This design comes from an exercise in tuning for small area, a short achievable clock period and few clock cycles per item on the open sky130 flow, not from production work.
RTL that was checked went through simulation tests only; none was proved equivalent to the original.

==> job 6440 <==
==> flow/design.v <==
module dict_decoder (
    input  wire        clk,
    input  wire        rst,
    input  wire        dict_we,
    input  wire [3:0]  dict_waddr,
    input  wire [31:0] dict_wdata,
    input  wire [4:0]  dict_size,
    input  wire        start,
    input  wire        in_valid,
    output wire        in_ready,
    input  wire [31:0] in_data,
    input  wire        in_last,
    output reg         out_valid,
    output reg  [31:0] out_data,
    output reg         done,
    output reg  [2:0]  fault_code
);
    localparam [2:0] TAG_LIT = 3'd0, TAG_RLE = 3'd1, TAG_DIR = 3'd2, TAG_BMD = 3'd3,
                     TAG_FM1 = 3'd4, TAG_FM2 = 3'd5, TAG_FM4 = 3'd6, TAG_PMM = 3'd7;
    localparam [2:0] F_NONE = 3'd0, F_OUT_OF_RANGE = 3'd2, F_STREAM = 3'd4,
                     F_BAD_FIELD = 3'd5, F_NO_PRIOR = 3'd6;
    reg [31:0] dict [0:15];
    always @(posedge clk)
        if (dict_we)
            dict[dict_waddr] <= dict_wdata;
    reg        run;         
    reg [66:0] buf_q;       
    reg [6:0]  fill;        
    reg [31:0] row_q;       
    reg        row_v;
    reg        eoi;         
    reg        has_line;
    reg [2:0]  rep;         
    reg [4:0]  ds_q;        
    reg        rdy_q;       
    wire [2:0] tag = buf_q[66:64];
    reg [6:0] need;
    always @(*) begin
        case (tag)
        TAG_LIT: need = 7'd35;
        TAG_RLE: need = 7'd6;
        TAG_DIR: need = 7'd7;
        TAG_BMD: need = 7'd16;
        TAG_PMM: need = 7'd17;
        default: need = 7'd12;   
        endcase
    end
    wire [31:0] f_lit   = buf_q[63:32];
    wire [2:0]  f_count = buf_q[63:61];
    wire [3:0]  f_dir_j = buf_q[63:60];
    wire [4:0]  f_s     = buf_q[63:59];          
    wire [3:0]  f_mask  = buf_q[58:55];          
    wire [3:0]  f_bmd_j = buf_q[54:51];
    wire [3:0]  f_fm_j  = buf_q[58:55];
    wire [4:0]  f_p2    = buf_q[58:54];          
    wire [3:0]  f_pmm_j = buf_q[53:50];
    reg  [3:0]  j;
    always @(*) begin
        case (tag)
        TAG_DIR: j = f_dir_j;
        TAG_BMD: j = f_bmd_j;
        TAG_PMM: j = f_pmm_j;
        default: j = f_fm_j;
        endcase
    end
    wire [15:0] jsel = ({16{tag == TAG_DIR}} & (16'd1 << f_dir_j)) |
                       ({16{tag == TAG_BMD}} & (16'd1 << f_bmd_j)) |
                       ({16{tag == TAG_PMM}} & (16'd1 << f_pmm_j)) |
                       ({16{tag[2] && tag != TAG_PMM}} & (16'd1 << f_fm_j));
    reg  [31:0] entry;
    integer k;
    always @(*) begin
        entry = 32'd0;
        for (k = 0; k < 16; k = k + 1)
            entry = entry | ({32{jsel[k]}} & dict[k]);
    end
    reg  [3:0]  pat;
    always @(*) begin
        case (tag)
        TAG_BMD: pat = f_mask;
        TAG_FM1: pat = 4'b1000;
        TAG_FM2: pat = 4'b1100;
        TAG_FM4: pat = 4'b1111;
        TAG_PMM: pat = 4'b1000;
        default: pat = 4'b0000;
        endcase
    end
    wire [31:0] oh_s  = 32'h8000_0000 >> f_s;
    wire [31:0] oh_p2 = 32'h8000_0000 >> f_p2;
    wire [31:0] flip1 = ({32{pat[3]}} & oh_s) | ({32{pat[2]}} & (oh_s >> 1)) |
                        ({32{pat[1]}} & (oh_s >> 2)) | ({32{pat[0]}} & (oh_s >> 3));
    wire [31:0] flip2 = {32{tag == TAG_PMM}} & oh_p2;
    wire [31:0] line  = entry ^ ((tag == TAG_LIT) ? f_lit : (flip1 ^ flip2));
    reg  [2:0]  fault;
    always @(*) begin
        fault = F_NONE;
        case (tag)
        TAG_RLE: if (!has_line) fault = F_NO_PRIOR;
        TAG_BMD: if (f_s > 5'd28) fault = F_BAD_FIELD;
        TAG_FM2: if (f_s > 5'd30) fault = F_BAD_FIELD;
        TAG_FM4: if (f_s > 5'd28) fault = F_BAD_FIELD;
        default: ;
        endcase
        if (fault == F_NONE && tag != TAG_LIT && tag != TAG_RLE && {1'b0, j} >= ds_q)
            fault = F_OUT_OF_RANGE;
    end
    wire hold = (rep != 3'd0);
    reg  [6:0] lf35, lf6, lf7, lf16, lf17, lf12;
    reg  [6:0] left_a;
    always @(*) begin
        case (tag)
        TAG_LIT: left_a = lf35;
        TAG_RLE: left_a = lf6;
        TAG_DIR: left_a = lf7;
        TAG_BMD: left_a = lf16;
        TAG_PMM: left_a = lf17;
        default: left_a = lf12;
        endcase
    end
    wire ge   = !left_a[6];                           
    wire adv  = run && ge && !hold;                  
    wire fin  = run && !ge && !hold && eoi && !row_v;   
    reg [2:0] tag2;
    always @(*) begin
        case (tag)
        TAG_LIT: tag2 = buf_q[31:29];
        TAG_RLE: tag2 = buf_q[60:58];
        TAG_DIR: tag2 = buf_q[59:57];
        TAG_BMD: tag2 = buf_q[50:48];
        TAG_PMM: tag2 = buf_q[49:47];
        default: tag2 = buf_q[54:52];
        endcase
    end
    reg [6:0] need2;
    always @(*) begin
        case (tag2)
        TAG_LIT: need2 = 7'd35;
        TAG_RLE: need2 = 7'd6;
        TAG_DIR: need2 = 7'd7;
        TAG_BMD: need2 = 7'd16;
        TAG_PMM: need2 = 7'd17;
        default: need2 = 7'd12;
        endcase
    end
    wire [6:0] left = adv ? left_a : fill;
    wire app  = row_v && (left <= 7'd35);
    assign in_ready = rdy_q;
    wire take = in_valid && rdy_q;
    wire sh0  = !adv;
    wire sh35 = adv && tag == TAG_LIT;
    wire sh6  = adv && tag == TAG_RLE;
    wire sh7  = adv && tag == TAG_DIR;
    wire sh16 = adv && tag == TAG_BMD;
    wire sh17 = adv && tag == TAG_PMM;
    wire sh12 = adv && (tag == TAG_FM1 || tag == TAG_FM2 || tag == TAG_FM4);
    wire [66:0] buf_s = ({67{sh0}}  & buf_q)         | ({67{sh35}} & (buf_q << 35)) |
                        ({67{sh6}}  & (buf_q << 6))  | ({67{sh7}}  & (buf_q << 7))  |
                        ({67{sh16}} & (buf_q << 16)) | ({67{sh17}} & (buf_q << 17)) |
                        ({67{sh12}} & (buf_q << 12));
    wire [66:0] buf_n = buf_s | (app ? ({row_q, 35'd0} >> left) : 67'd0);
    wire [6:0] fill_n = left + (app ? 7'd32 : 7'd0);
    always @(posedge clk) begin
        if (run) begin
            buf_q <= buf_n;
            fill  <= fill_n;
            lf35  <= fill_n - 7'd35;
            lf6   <= fill_n - 7'd6;
            lf7   <= fill_n - 7'd7;
            lf16  <= fill_n - 7'd16;
            lf17  <= fill_n - 7'd17;
            lf12  <= fill_n - 7'd12;
            eoi   <= take ? in_last : eoi;
            row_v <= row_v_n;
        end else begin
            buf_q <= {in_valid ? in_data : 32'd0, 35'd0};
            fill  <= in_valid ? 7'd32 : 7'd0;
            lf35  <= in_valid ? 7'd32 - 7'd35 : 7'd0 - 7'd35;
            lf6   <= in_valid ? 7'd32 - 7'd6  : 7'd0 - 7'd6;
            lf7   <= in_valid ? 7'd32 - 7'd7  : 7'd0 - 7'd7;
            lf16  <= in_valid ? 7'd32 - 7'd16 : 7'd0 - 7'd16;
            lf17  <= in_valid ? 7'd32 - 7'd17 : 7'd0 - 7'd17;
            lf12  <= in_valid ? 7'd32 - 7'd12 : 7'd0 - 7'd12;
            eoi   <= in_valid && in_last;
            row_v <= row_v_n;
        end
        if (rdy_q)
            row_q <= in_data;
    end
    wire fault_stop = adv && fault != F_NONE;
    wire last_stop  = adv && !(tag == TAG_RLE && f_count != 3'd0) &&
                      eoi && !row_v && left < need2;
    wire stop       = fault_stop || last_stop || fin;
    reg  [2:0] stop_code;
    always @(*) begin
        if (fault_stop)
            stop_code = fault;
        else if (last_stop)
            stop_code = (left >= 7'd3 && tag2 != TAG_LIT) ? F_STREAM : F_NONE;
        else
            stop_code = (fill >= 7'd3 && tag != TAG_LIT) ? F_STREAM : F_NONE;
    end
    wire hold_n = (hold && rep != 3'd1) || (adv && tag == TAG_RLE && f_count != 3'd0);
    wire row_v_n = run && (take || (row_v && !app));
    wire run_n   = !rst && (run ? !stop : start);
    wire done_n  = !rst && run && stop;
    always @(posedge clk) begin
        rdy_q     <= run_n ? (!row_v_n || fill_n <= 7'd35 || (!hold_n && fill_n <= 7'd41)) : !done_n;
        run       <= run_n;
        done      <= done_n;
        out_valid <= !rst && run && (hold || (adv && fault == F_NONE));
        if (rst)
            fault_code <= F_NONE;
        else if (done_n)
            fault_code <= stop_code;
        if (!run) begin
            rep      <= 3'd0;
            has_line <= 1'b0;
            ds_q     <= dict_size;
        end else begin
            if (hold)
                rep <= rep - 3'd1;
            else if (adv && tag == TAG_RLE)
                rep <= f_count;
            if (adv)
                has_line <= 1'b1;
        end
        if (adv && tag != TAG_RLE)
            out_data <= line;
    end
endmodule
==> flow/flow/run.sh <==
#!/bin/bash
# The standard layout, in two parts:
#  - timing repair aimed at a slack of 8.5 ns on the design's clock (so at
#    paths of about 3.5 ns); constraints are unchanged;
#  - after placement, each port's buffer (a slow delay cell that
#    buffer_ports picks) becomes a plain buf_2; every port keeps its buffer.
set -euo pipefail
M=8.5
RES=orfs/results/${FLOW_PLATFORM}/dict_decoder/base
bash standard.sh SETUP_SLACK_MARGIN=$M place > standard_place.log 2>&1
printf 'read_db %s\nsource flow/portbuf.tcl\nwrite_db %s\n' \
    "$RES/3_place.odb" "$RES/3_place.odb" > portbuf_run.tcl
openroad -no_init -exit portbuf_run.tcl > portbuf.log 2>&1
bash standard.sh SETUP_SLACK_MARGIN=$M finish > standard_finish.log 2>&1
==> flow/flow/portbuf.tcl <==
# Port buffers: buffer_ports places a slow delay buffer on each port; give
# each port a plain buffer instead (every port keeps its own buffer).
set db [ord::get_db]
set block [ord::get_db_block]
set new [$db findMaster sky130_fd_sc_hd__buf_2]
set n 0
foreach inst [$block getInsts] {
  set name [$inst getName]
  set m [[$inst getMaster] getName]
  if {$m eq "sky130_fd_sc_hd__clkdlybuf4s50_1" && [regexp {^(input|output)[0-9]+$} $name]} {
    $inst swapMaster $new
    incr n
  }
}
puts "port buffers swapped: $n"
==> flow/standard.sh <==
#!/bin/bash
# synth_recipe.tcl (not shown) runs the flow's synth.tcl, then flattens the netlist and writes it again
# the make line also repeats each setting of config.mk as NAME=value (left out here)
make -C /OpenROAD-flow-scripts/flow DESIGN_CONFIG=/design/flow/config.mk WORK_HOME=/design/flow/orfs CLKGATE_MAP_FILE= SYNTH_SCRIPT=/design/flow/synth_recipe.tcl "${@:-finish}"
==> flow/config.mk <==
export PLATFORM = sky130hd
export DESIGN_NAME = dict_decoder
export DESIGN_NICKNAME = dict_decoder
export VERILOG_FILES = /design/flow/design.v
export SDC_FILE = /design/flow/constraint.sdc
export NUM_CORES = 4
export LEC_CHECK = 0
export CAP_MARGIN = 20
export CORE_MARGIN = 2
export CORE_UTILIZATION = 55
export CTS_BUF_LIST = sky130_fd_sc_hd__clkbuf_16
export CTS_CLUSTER_DIAMETER = 80
export CTS_CLUSTER_SIZE = 25
export SLEW_MARGIN = 20
export TNS_END_PERCENT = 5
==> flow/constraint.sdc <==
create_clock -name core_clock -period 12.0 [get_ports {clk}]
set_input_delay 2.4000 -clock core_clock [delete_from_list [all_inputs] [get_ports {clk}]]
set_output_delay 2.4000 -clock core_clock [all_outputs]
set_load 0.01 [all_outputs]
==> job 7777: changes against job 6440 <==
--- a/flow/design.v
+++ b/flow/design.v
@@ -63,10 +63,7 @@
         default: j = f_fm_j;
         endcase
     end
-    wire [15:0] jsel = ({16{tag == TAG_DIR}} & (16'd1 << f_dir_j)) |
-                       ({16{tag == TAG_BMD}} & (16'd1 << f_bmd_j)) |
-                       ({16{tag == TAG_PMM}} & (16'd1 << f_pmm_j)) |
-                       ({16{tag[2] && tag != TAG_PMM}} & (16'd1 << f_fm_j));
+    wire [15:0] jsel = 16'd1 << j;
     reg  [31:0] entry;
     integer k;
     always @(*) begin
@@ -90,7 +87,7 @@
     wire [31:0] flip1 = ({32{pat[3]}} & oh_s) | ({32{pat[2]}} & (oh_s >> 1)) |
                         ({32{pat[1]}} & (oh_s >> 2)) | ({32{pat[0]}} & (oh_s >> 3));
     wire [31:0] flip2 = {32{tag == TAG_PMM}} & oh_p2;
-    wire [31:0] line  = entry ^ ((tag == TAG_LIT) ? f_lit : (flip1 ^ flip2));
+    wire [31:0] line  = (tag == TAG_LIT) ? f_lit : (entry ^ flip1 ^ flip2);
     reg  [2:0]  fault;
     always @(*) begin
         fault = F_NONE;
--- a/flow/config.mk
+++ b/flow/config.mk
@@ -8,8 +8,6 @@
 export CAP_MARGIN = 20
 export CORE_MARGIN = 2
 export CORE_UTILIZATION = 55
-export CTS_BUF_LIST = sky130_fd_sc_hd__clkbuf_16
-export CTS_CLUSTER_DIAMETER = 80
-export CTS_CLUSTER_SIZE = 25
+export CTS_BUF_LIST = sky130_fd_sc_hd__clkbuf_4 sky130_fd_sc_hd__clkbuf_8
 export SLEW_MARGIN = 20
 export TNS_END_PERCENT = 5
==> job 9022: changes against job 6440 <==
==> flow/design.v, changed modules only <==
module dict_decoder (
    input  wire        clk,
    input  wire        rst,
    input  wire        dict_we,
    input  wire [3:0]  dict_waddr,
    input  wire [31:0] dict_wdata,
    input  wire [4:0]  dict_size,
    input  wire        start,
    input  wire        in_valid,
    output wire        in_ready,
    input  wire [31:0] in_data,
    input  wire        in_last,
    output reg         out_valid,
    output reg  [31:0] out_data,
    output reg         done,
    output reg  [2:0]  fault_code
);
    localparam [2:0] TAG_LIT = 3'd0, TAG_RLE = 3'd1, TAG_DIR = 3'd2, TAG_BMD = 3'd3,
                     TAG_FM1 = 3'd4, TAG_FM2 = 3'd5, TAG_FM4 = 3'd6, TAG_PMM = 3'd7;
    localparam [2:0] F_NONE = 3'd0, F_OUT_OF_RANGE = 3'd2, F_STREAM = 3'd4,
                     F_BAD_FIELD = 3'd5, F_NO_PRIOR = 3'd6;
    reg [31:0] dict [0:15];
    always @(posedge clk)
        if (dict_we)
            dict[dict_waddr] <= dict_wdata;
    reg        run;         
    reg [66:0] buf_q;       
    reg [6:0]  fill;        
    reg [31:0] row_q;       
    reg        row_v;
    reg        eoi;         
    reg        has_line;
    reg [2:0]  rep;         
    reg [4:0]  ds_q;        
    reg        rdy_q;       
    wire [2:0] tag = buf_q[66:64];
    reg [6:0] need;
    always @(*) begin
        case (tag)
        TAG_LIT: need = 7'd35;
        TAG_RLE: need = 7'd6;
        TAG_DIR: need = 7'd7;
        TAG_BMD: need = 7'd16;
        TAG_PMM: need = 7'd17;
        default: need = 7'd12;   
        endcase
    end
    wire [31:0] f_lit   = buf_q[63:32];
    wire [2:0]  f_count = buf_q[63:61];
    wire [3:0]  f_dir_j = buf_q[63:60];
    wire [4:0]  f_s     = buf_q[63:59];          
    wire [3:0]  f_mask  = buf_q[58:55];          
    wire [3:0]  f_bmd_j = buf_q[54:51];
    wire [3:0]  f_fm_j  = buf_q[58:55];
    wire [4:0]  f_p2    = buf_q[58:54];          
    wire [3:0]  f_pmm_j = buf_q[53:50];
    reg  [3:0]  j;
    always @(*) begin
        case (tag)
        TAG_DIR: j = f_dir_j;
        TAG_BMD: j = f_bmd_j;
        TAG_PMM: j = f_pmm_j;
        default: j = f_fm_j;
        endcase
    end
    wire [31:0] entry = dict[j];
    reg  [3:0]  pat;
    always @(*) begin
        case (tag)
        TAG_BMD: pat = f_mask;
        TAG_FM1: pat = 4'b1000;
        TAG_FM2: pat = 4'b1100;
        TAG_FM4: pat = 4'b1111;
        TAG_PMM: pat = 4'b1000;
        default: pat = 4'b0000;
        endcase
    end
    wire [31:0] oh_s  = 32'h8000_0000 >> f_s;
    wire [31:0] oh_p2 = 32'h8000_0000 >> f_p2;
    wire [31:0] flip1 = ({32{pat[3]}} & oh_s) | ({32{pat[2]}} & (oh_s >> 1)) |
                        ({32{pat[1]}} & (oh_s >> 2)) | ({32{pat[0]}} & (oh_s >> 3));
    wire [31:0] flip2 = {32{tag == TAG_PMM}} & oh_p2;
    wire [31:0] line  = (tag == TAG_LIT) ? f_lit : (entry ^ flip1 ^ flip2);
    reg  [2:0]  fault;
    always @(*) begin
        fault = F_NONE;
        case (tag)
        TAG_RLE: if (!has_line) fault = F_NO_PRIOR;
        TAG_BMD: if (f_s > 5'd28) fault = F_BAD_FIELD;
        TAG_FM2: if (f_s > 5'd30) fault = F_BAD_FIELD;
        TAG_FM4: if (f_s > 5'd28) fault = F_BAD_FIELD;
        default: ;
        endcase
        if (fault == F_NONE && tag != TAG_LIT && tag != TAG_RLE && {1'b0, j} >= ds_q)
            fault = F_OUT_OF_RANGE;
    end
    wire hold = (rep != 3'd0);
    reg  [6:0] lf35, lf6, lf7, lf16, lf17, lf12;
    reg  [6:0] left_a;
    always @(*) begin
        case (tag)
        TAG_LIT: left_a = lf35;
        TAG_RLE: left_a = lf6;
        TAG_DIR: left_a = lf7;
        TAG_BMD: left_a = lf16;
        TAG_PMM: left_a = lf17;
        default: left_a = lf12;
        endcase
    end
    wire ge   = !left_a[6];                           
    wire adv  = run && ge && !hold;                  
    wire fin  = run && !ge && !hold && eoi && !row_v;   
    reg [2:0] tag2;
    always @(*) begin
        case (tag)
        TAG_LIT: tag2 = buf_q[31:29];
        TAG_RLE: tag2 = buf_q[60:58];
        TAG_DIR: tag2 = buf_q[59:57];
        TAG_BMD: tag2 = buf_q[50:48];
        TAG_PMM: tag2 = buf_q[49:47];
        default: tag2 = buf_q[54:52];
        endcase
    end
    reg [6:0] need2;
    always @(*) begin
        case (tag2)
        TAG_LIT: need2 = 7'd35;
        TAG_RLE: need2 = 7'd6;
        TAG_DIR: need2 = 7'd7;
        TAG_BMD: need2 = 7'd16;
        TAG_PMM: need2 = 7'd17;
        default: need2 = 7'd12;
        endcase
    end
    wire [6:0] left = adv ? left_a : fill;
    wire app  = row_v && (left <= 7'd35);
    assign in_ready = rdy_q;
    wire take = in_valid && rdy_q;
    reg  [66:0] buf_s;
    always @(*) begin
        if (!adv)
            buf_s = buf_q;
        else case (tag)
            TAG_LIT: buf_s = buf_q << 35;
            TAG_RLE: buf_s = buf_q << 6;
            TAG_DIR: buf_s = buf_q << 7;
            TAG_BMD: buf_s = buf_q << 16;
            TAG_PMM: buf_s = buf_q << 17;
            default: buf_s = buf_q << 12;
        endcase
    end
    wire [66:0] buf_n = buf_s | (app ? ({row_q, 35'd0} >> left) : 67'd0);
    wire [6:0] fill_n = left + (app ? 7'd32 : 7'd0);
    always @(posedge clk) begin
        if (run) begin
            buf_q <= buf_n;
            fill  <= fill_n;
            lf35  <= fill_n - 7'd35;
            lf6   <= fill_n - 7'd6;
            lf7   <= fill_n - 7'd7;
            lf16  <= fill_n - 7'd16;
            lf17  <= fill_n - 7'd17;
            lf12  <= fill_n - 7'd12;
            eoi   <= take ? in_last : eoi;
            row_v <= row_v_n;
        end else begin
            buf_q <= {in_valid ? in_data : 32'd0, 35'd0};
            fill  <= in_valid ? 7'd32 : 7'd0;
            lf35  <= in_valid ? 7'd32 - 7'd35 : 7'd0 - 7'd35;
            lf6   <= in_valid ? 7'd32 - 7'd6  : 7'd0 - 7'd6;
            lf7   <= in_valid ? 7'd32 - 7'd7  : 7'd0 - 7'd7;
            lf16  <= in_valid ? 7'd32 - 7'd16 : 7'd0 - 7'd16;
            lf17  <= in_valid ? 7'd32 - 7'd17 : 7'd0 - 7'd17;
            lf12  <= in_valid ? 7'd32 - 7'd12 : 7'd0 - 7'd12;
            eoi   <= in_valid && in_last;
            row_v <= row_v_n;
        end
        if (rdy_q)
            row_q <= in_data;
    end
    wire fault_stop = adv && fault != F_NONE;
    wire last_stop  = adv && !(tag == TAG_RLE && f_count != 3'd0) &&
                      eoi && !row_v && left < need2;
    wire stop       = fault_stop || last_stop || fin;
    reg  [2:0] stop_code;
    always @(*) begin
        if (fault_stop)
            stop_code = fault;
        else if (last_stop)
            stop_code = (left >= 7'd3 && tag2 != TAG_LIT) ? F_STREAM : F_NONE;
        else
            stop_code = (fill >= 7'd3 && tag != TAG_LIT) ? F_STREAM : F_NONE;
    end
    wire row_v_n = run && (take || (row_v && !app));
    wire run_n   = !rst && (run ? !stop : start);
    wire done_n  = !rst && run && stop;
    always @(posedge clk) begin
        rdy_q     <= run_n ? (!row_v_n || fill_n <= 7'd35) : !done_n;
        run       <= run_n;
        done      <= done_n;
        out_valid <= !rst && run && (hold || (adv && fault == F_NONE));
        if (rst)
            fault_code <= F_NONE;
        else if (done_n)
            fault_code <= stop_code;
        if (!run) begin
            rep      <= 3'd0;
            has_line <= 1'b0;
            ds_q     <= dict_size;
        end else begin
            if (hold)
                rep <= rep - 3'd1;
            else if (adv && tag == TAG_RLE)
                rep <= f_count;
            if (adv)
                has_line <= 1'b1;
        end
        if (adv && tag != TAG_RLE)
            out_data <= line;
    end
endmodule
==> flow/flow/run.sh (replaced) <==
#!/bin/bash
set -euo pipefail
bash standard.sh SETUP_SLACK_MARGIN=8.5 finish > standard.log 2>&1
==> flow/config.mk (replaced) <==
export PLATFORM = sky130hd
export DESIGN_NAME = dict_decoder
export DESIGN_NICKNAME = dict_decoder
export VERILOG_FILES = /design/flow/design.v
export SDC_FILE = /design/flow/constraint.sdc
export NUM_CORES = 4
export LEC_CHECK = 0
export CAP_MARGIN = 20
export CORE_MARGIN = 2
export CORE_UTILIZATION = 40
export SLEW_MARGIN = 20
removed: flow/flow/portbuf.tcl
==> job 4401: changes against job 6440 <==
--- a/flow/design.v
+++ b/flow/design.v
@@ -63,10 +63,7 @@
         default: j = f_fm_j;
         endcase
     end
-    wire [15:0] jsel = ({16{tag == TAG_DIR}} & (16'd1 << f_dir_j)) |
-                       ({16{tag == TAG_BMD}} & (16'd1 << f_bmd_j)) |
-                       ({16{tag == TAG_PMM}} & (16'd1 << f_pmm_j)) |
-                       ({16{tag[2] && tag != TAG_PMM}} & (16'd1 << f_fm_j));
+    wire [15:0] jsel = 16'd1 << j;
     reg  [31:0] entry;
     integer k;
     always @(*) begin
@@ -90,7 +87,7 @@
     wire [31:0] flip1 = ({32{pat[3]}} & oh_s) | ({32{pat[2]}} & (oh_s >> 1)) |
                         ({32{pat[1]}} & (oh_s >> 2)) | ({32{pat[0]}} & (oh_s >> 3));
     wire [31:0] flip2 = {32{tag == TAG_PMM}} & oh_p2;
-    wire [31:0] line  = entry ^ ((tag == TAG_LIT) ? f_lit : (flip1 ^ flip2));
+    wire [31:0] line  = (tag == TAG_LIT) ? f_lit : (entry ^ flip1 ^ flip2);
     reg  [2:0]  fault;
     always @(*) begin
         fault = F_NONE;
==> flow/flow/run.sh (replaced) <==
#!/bin/bash
set -euo pipefail
bash standard.sh SETUP_SLACK_MARGIN=8.5 finish > standard.log 2>&1
==> flow/config.mk (replaced) <==
export PLATFORM = sky130hd
export DESIGN_NAME = dict_decoder
export DESIGN_NICKNAME = dict_decoder
export VERILOG_FILES = /design/flow/design.v
export SDC_FILE = /design/flow/constraint.sdc
export NUM_CORES = 4
export LEC_CHECK = 0
export CAP_MARGIN = 20
export CORE_MARGIN = 2
export CORE_UTILIZATION = 40
export SLEW_MARGIN = 20
removed: flow/flow/portbuf.tcl
==> flow_metrics.tcl <==
set metrics [dict create \
    hold_end "fault_code[2]$_SDFFE_PP0P_" \
    switching_power_mw 3.61 \
    nWellTaps 773 \
    synth_mux_area_share_pct 3.25 \
    vias 26900 \
    buffers 303 \
    arrival_ns 4.50 \
    grtUsageTotal_pct 40.4 \
    placedCellCount 3476 \
    status "complete, no violations" \
]
-- figures above: job 6440

==> flow_metrics.tcl <==
set metrics [dict create \
    status "complete, no violations" \
    hold_end "rep[0]$_SDFFE_PN0P_" \
    synth_mux_area_share_pct 4.46 \
    placedCellCount 3641 \
    rsz0062_at_grt "yes" \
    buffers 321 \
    vias 28900 \
    arrival_ns 1.57 \
    switching_power_mw 5.50 \
    grtUsageTotal_pct 42.5 \
]
-- figures above: job 7777

==> flow_metrics.tcl <==
set metrics [dict create \
    vias 26900 \
    synth_mux_area_share_pct 15.9 \
    status "complete, no violations" \
    arrival_ns 4.48 \
    buffers 451 \
    placedCellCount 3729 \
    grtUsageTotal_pct 28.4 \
]
-- figures above: job 9022

==> flow_metrics.tcl <==
set metrics [dict create \
    nWellTaps 1080 \
    synth_mux_area_share_pct 4.46 \
    status "complete, no violations" \
    end_kind "primary output" \
    fin_util_pct 53.6 \
    grtUsageTotal_pct 32.8 \
    drtPass1Iterations 6 \
    vias 30000 \
    hold_end "has_line$_SDFFE_PN0P_" \
]
-- figures above: job 4401

Testbench counts of job 6440, summed over its fixed seeds: cycles 4,294, lines 4,015.
Testbench counts of job 7777, summed over its fixed seeds: cycles 4,294, lines 4,015.
Testbench counts of job 4401, summed over its fixed seeds: cycles 4,294, lines 4,015.
No functional check of the RTL was part of job 9022.

-- what the ideal ports hide --
No port has a modelled driver above. Below, the same layouts with a new extraction and two added sets of constraints. Step 1 (the two cells are an assumption about what drives the block):
set clk [get_ports {clk}]
set_driving_cell -lib_cell sky130_fd_sc_hd__clkbuf_16 $clk
set_driving_cell -lib_cell sky130_fd_sc_hd__buf_2 [delete_from_list [all_inputs] $clk]
Step 2 adds t to the input delays and takes it off the output delays; t is the mean of the earliest and latest rising clock arrival at the registers after step 1. Input paths then give back, and output paths get back, about the clock's delay inside the block. Slacks: ideal / step 1 / step 2; pairs: ideal / step 1.
run | t, ns | setup slack, ns | hold WS [ns]
job 6440 | 0.664 | 7.996 / 7.996 / 7.501 | 0.462 / 0.462 / 0.462
job 7777 | 0.813 | 8.025 / 7.958 / 7.577 | 0.460 / 0.460 / 0.460
job 9022 | 0.718 | 8.069 / 8.069 / 7.869 | 0.450 / 0.450 / 0.450
job 4401 | 0.726 | 8.182 / 8.116 / 7.835 | 0.459 / 0.459 / 0.459
After both steps setup and hold are still met in every run listed. The setup slack of job 6440, which loses most, moves by 0.000 ns with the drivers and by -0.495 ns with both steps.
